This design comes from an exercise in tuning for small area, a short achievable clock period and few clock cycles on the open sky130 flow, not from production work. Where RTL was checked, it was by simulation tests only, not by an equivalence proof against the original. Power is estimated from default activity; no workload was simulated.

== before ==
// dvb_voice
module dvb_voice (
    input  wire        clk,
    input  wire        rst,
    input  wire        cfg_we,
    input  wire [6:0]  cfg_addr,
    input  wire [7:0]  cfg_data,
    input  wire        cmd_valid,
    output wire        cmd_ready,
    input  wire [1:0]  cmd_op,
    input  wire [6:0]  cmd_note,
    input  wire [6:0]  cmd_vel,
    input  wire [15:0] cmd_count,
    output wire        out_valid,
    input  wire        out_ready,
    output wire [15:0] out_sample,
    output wire        active
);
For scale: roughly 4100 cells after synthesis, about 620 flip-flops, ~71 I/O pins, ~0.040 mm2 of cells after synthesis.
==> flow/config.mk <==
export PLATFORM = sky130hd
export DESIGN_NAME = dvb_voice
export DESIGN_NICKNAME = dvb_voice
export VERILOG_FILES = /design/flow/design.v
export SDC_FILE = /design/flow/constraint.sdc
export NUM_CORES = 4
export LEC_CHECK = 0
export ABC_AREA = 1
export ABC_CLOCK_PERIOD_IN_PS = 100000
export CAP_MARGIN = 20
export CORE_MARGIN = 2
export CORE_UTILIZATION = 40
export CTS_BUF_LIST = sky130_fd_sc_hd__clkbuf_8
export PLACE_DENSITY = 0.6
export SLEW_MARGIN = 20
==> flow/constraint.sdc <==
create_clock -name core_clock -period 180.0 [get_ports {clk}]
set_input_delay 36.0000 -clock core_clock [delete_from_list [all_inputs] [get_ports {clk}]]
set_output_delay 36.0000 -clock core_clock [all_outputs]
set_load 0.01 [all_outputs]
run.sh (not shown) runs the stock make flow with config.mk's settings and CLKGATE_MAP_FILE= SYNTH_SCRIPT=/design/flow/synth_recipe.tcl, a recipe that flattens the netlist after the stock synthesis.
before ran to completion and came out clean on the timing, design-rule and antenna checks.
Testbench counts of before, summed over its fixed seeds: cycles 646,383.
For after, these inputs were changed with respect to before:
--- a/flow/design.v
+++ b/flow/design.v
@@ -583,58 +583,54 @@
     wire        tick_dc;
     dvb_rca #(16) u_td (.a(tick_sum), .b(~rate_eff), .ci(1'b1), .s(tick_dif), .co(tick_dc));
     wire        tick_due = tick_c | tick_dc;
     wire [15:0] fl_dec;
     wire        fl_co;
     dvb_rca #(16) u_fl (.a(frames_left), .b(16'hffff), .ci(1'b0), .s(fl_dec), .co(fl_co));
     reg [1:0]  ctl;
     reg        cmd_ready_q;
     reg        out_valid_q;     
     reg        ov;              
     reg [15:0] out_sample_q;
-    reg        sv;              
-    reg [15:0] skid;
     reg [15:0] frames_left;     
     reg [1:0]  op_q;
     reg        ticked;
     assign cmd_ready  = cmd_ready_q;
     assign out_valid  = out_valid_q;
     assign out_sample = out_sample_q;
     wire fl_zero    = (frames_left == 16'd0);
     wire need_tick  = !ticked && env_state[2] && tick_due;
-    wire prod_slot  = (ctl == C_RENDER) && !sv && !fl_zero;
+    wire prod_slot  = (ctl == C_RENDER) && !fl_zero;
     wire prod_frame = prod_slot && !need_tick;
     wire do_tick    = prod_slot && need_tick && eng_ready;
-    wire [15:0] new_sample = sample;
     wire o_free     = ~ov | out_ready;
+    wire prod       = prod_frame & o_free;
     always @(posedge clk) begin
         if (rst) begin
             active_q <= 1'b0;
         end else if (ctl == C_CMD) begin
             if (op_q == 2'd0)
                 active_q <= 1'b1;
             else if (op_q == 2'd1 && env_state[1:0] != 2'b11 && release_length == 8'd0)
                 active_q <= 1'b0;
         end else if (do_tick) begin
             active_q <= st_n[2];
         end
     end
     always @(posedge clk) begin
         if (rst) begin
             ctl         <= C_IDLE;
             cmd_ready_q <= 1'b1;
             out_valid_q <= 1'b0;
             ov          <= 1'b0;
-            sv          <= 1'b0;
             ticked      <= 1'b0;
-            tick_acc    <= 16'd0;
             env_state   <= ENV_OFF;
         end else begin
             case (ctl)
                 C_IDLE: begin
                     if (cmd_valid) begin
                         cmd_ready_q <= 1'b0;
                         ctl         <= (cmd_op == 2'd2) ? C_RENDER : C_CMD;
                     end
                 end
                 C_CMD: begin
                     case (op_q)
@@ -665,64 +661,63 @@
                     endcase
                 end
                 C_NOTEON: begin
                     if (ust == U_DONE && !eng_next) begin
                         ctl         <= C_IDLE;
                         cmd_ready_q <= 1'b1;
                     end
                 end
                 default: begin    
                     if (do_tick) begin
                         ticked    <= 1'b1;
-                        tick_acc  <= tick_dif;
                         env_state <= st_n;
                     end
-                    if (prod_frame) begin
+                    if (prod)
                         ticked <= 1'b0;
-                        if (env_state[2] && !ticked)
-                            tick_acc <= tick_sum;
-                    end
                     if (o_free) begin
-                        ov          <= sv | prod_frame;
-                        out_valid_q <= sv | prod_frame;
-                        sv          <= 1'b0;
-                        if (fl_zero && !sv) begin
+                        ov          <= prod_frame;
+                        out_valid_q <= prod_frame;
+                        if (fl_zero) begin
                             ctl         <= C_IDLE;
                             cmd_ready_q <= 1'b1;
                         end
-                    end else if (prod_frame) begin
-                        sv <= 1'b1;
                     end
                 end
             endcase
         end
     end
+    wire        ta_en  = rst | do_tick | (prod & env_state[2] & !ticked);
+    wire [15:0] ta_val = (do_tick ? tick_dif : tick_sum) & {16{~rst}};
+    always @(posedge clk)
+        if (ta_en)
+            tick_acc <= ta_val;
+    wire        ph_clr = (ctl == C_CMD) && (op_q == 2'd0);
+    wire        ph_en  = ph_clr | (do_tick & st_n[2]) | (prod & env_state[2]);
+    wire [21:0] ph_d   = (do_tick ? (phase & wave_mask(aw_n)) : (ph_sum & wave_mask(active_wave))) & {22{~ph_clr}};
+    always @(posedge clk)
+        if (ph_en)
+            phase <= ph_d;
     always @(posedge clk) begin
-        if (ctl == C_RENDER) begin
-            if (o_free && (sv || prod_frame))
-                out_sample_q <= sv ? skid : new_sample;
-            if (!o_free && prod_frame)
-                skid <= new_sample;
-        end
+        if (prod)
+            out_sample_q <= sample;
         case (ctl)
             C_IDLE: begin
                 frames_left <= cmd_count;
                 op_q        <= cmd_op;
                 if (cmd_valid && cmd_op == 2'd0) begin
                     base_note <= cmd_note;
                     velocity  <= cmd_vel;
                 end
             end
             C_CMD: begin
                 if (op_q == 2'd0) begin
-                    phase          <= 22'd0;
                     seq_step       <= 4'd0;
                     seq_counter    <= 8'd0;
                     active_wave    <= initial_wave;
                     arp_index      <= 4'd0;
                     vib_phase      <= 6'd0;
                     vib_delay_left <= vib_delay;
                     env_ticks      <= 8'd0;
                     if (attack_length != 8'd0)
                         env_volume <= 23'd0;
                     else if (decay_length != 8'd0)
                         env_volume <= {attack_level, 16'd0};
@@ -745,31 +740,28 @@
             default: begin    
                 if (do_tick) begin
                     env_ticks  <= tk_n;
                     env_volume <= vol_n;
                     if (st_n[2]) begin
                         vib_delay_left <= vdl_n;
                         vib_phase      <= vp_n;
                         arp_index      <= ai_n;
                         seq_counter    <= sc_n;
                         seq_step       <= ss_n;
                         active_wave    <= aw_n;
-                        phase          <= phase & wave_mask(aw_n);
                         phase_inc      <= pin;
                         vol_vel        <= acc[28:0];
                     end
                 end
-                if (prod_frame) begin
+                if (prod) begin
                     frames_left <= fl_dec;
-                    if (env_state[2])
-                        phase <= ph_sum & wave_mask(active_wave);
                 end
             end
         endcase
     end
     always @(posedge clk) begin
         if (rst) begin
             ust      <= U_DONE;
             eng_next <= 1'b0;
         end else begin
             case (ust)
                 U_START: ust <= U_VIB;
### Flow results
As of after, fmax had fallen by a few percent compared to before. Taking before as the reference point, the number of buffers outside the clock class in the layout of after falls by 4.1%. Compared with before, after shows post-route minimum period higher by 0.96 ns. after vs before, setup slack went down by 0.96 ns. after ends up with higher critical path depth than before does. Against before, after comes in 520 um2 lower on combined area of the multi-input logic cells. When the final numbers for before and after were put side by side, the largest fanout on the critical path turned out to be smaller in before. after ended up with a lower total design power than before did.
The RTL of after was laid out without a check of its function.

-- re-timing with driven ports --
The results above use ideal ports. As a check the final layouts listed here were re-extracted and re-timed, cells and wires unchanged.
Step 1: set_driving_cell puts a clkbuf_16 on clk and a buf_2 on each other input, an assumption about the parent block.
Step 2 also shifts input and output timing later by t, the mid clock arrival at the registers, as if the neighbouring blocks saw the same clock.
Slacks: no drivers / after step 1 / after step 2; pairs: no drivers / after step 1.
run | t (ns) | slack for setup (ns) | hold slack, ns | worst slew at a driven data input, ns
before | 0.832 | 142.187 / 142.122 / 141.626 | 0.418 / 0.418 / 0.418 | 0.09
after | 0.793 | 141.229 / 141.250 / 140.457 | 0.422 / 0.422 / 0.422 | 0.04
After both steps setup and hold are still met in every run listed. For after, which loses most, drivers alone change the setup slack by +0.021 ns; drivers and shift together by -0.772 ns.
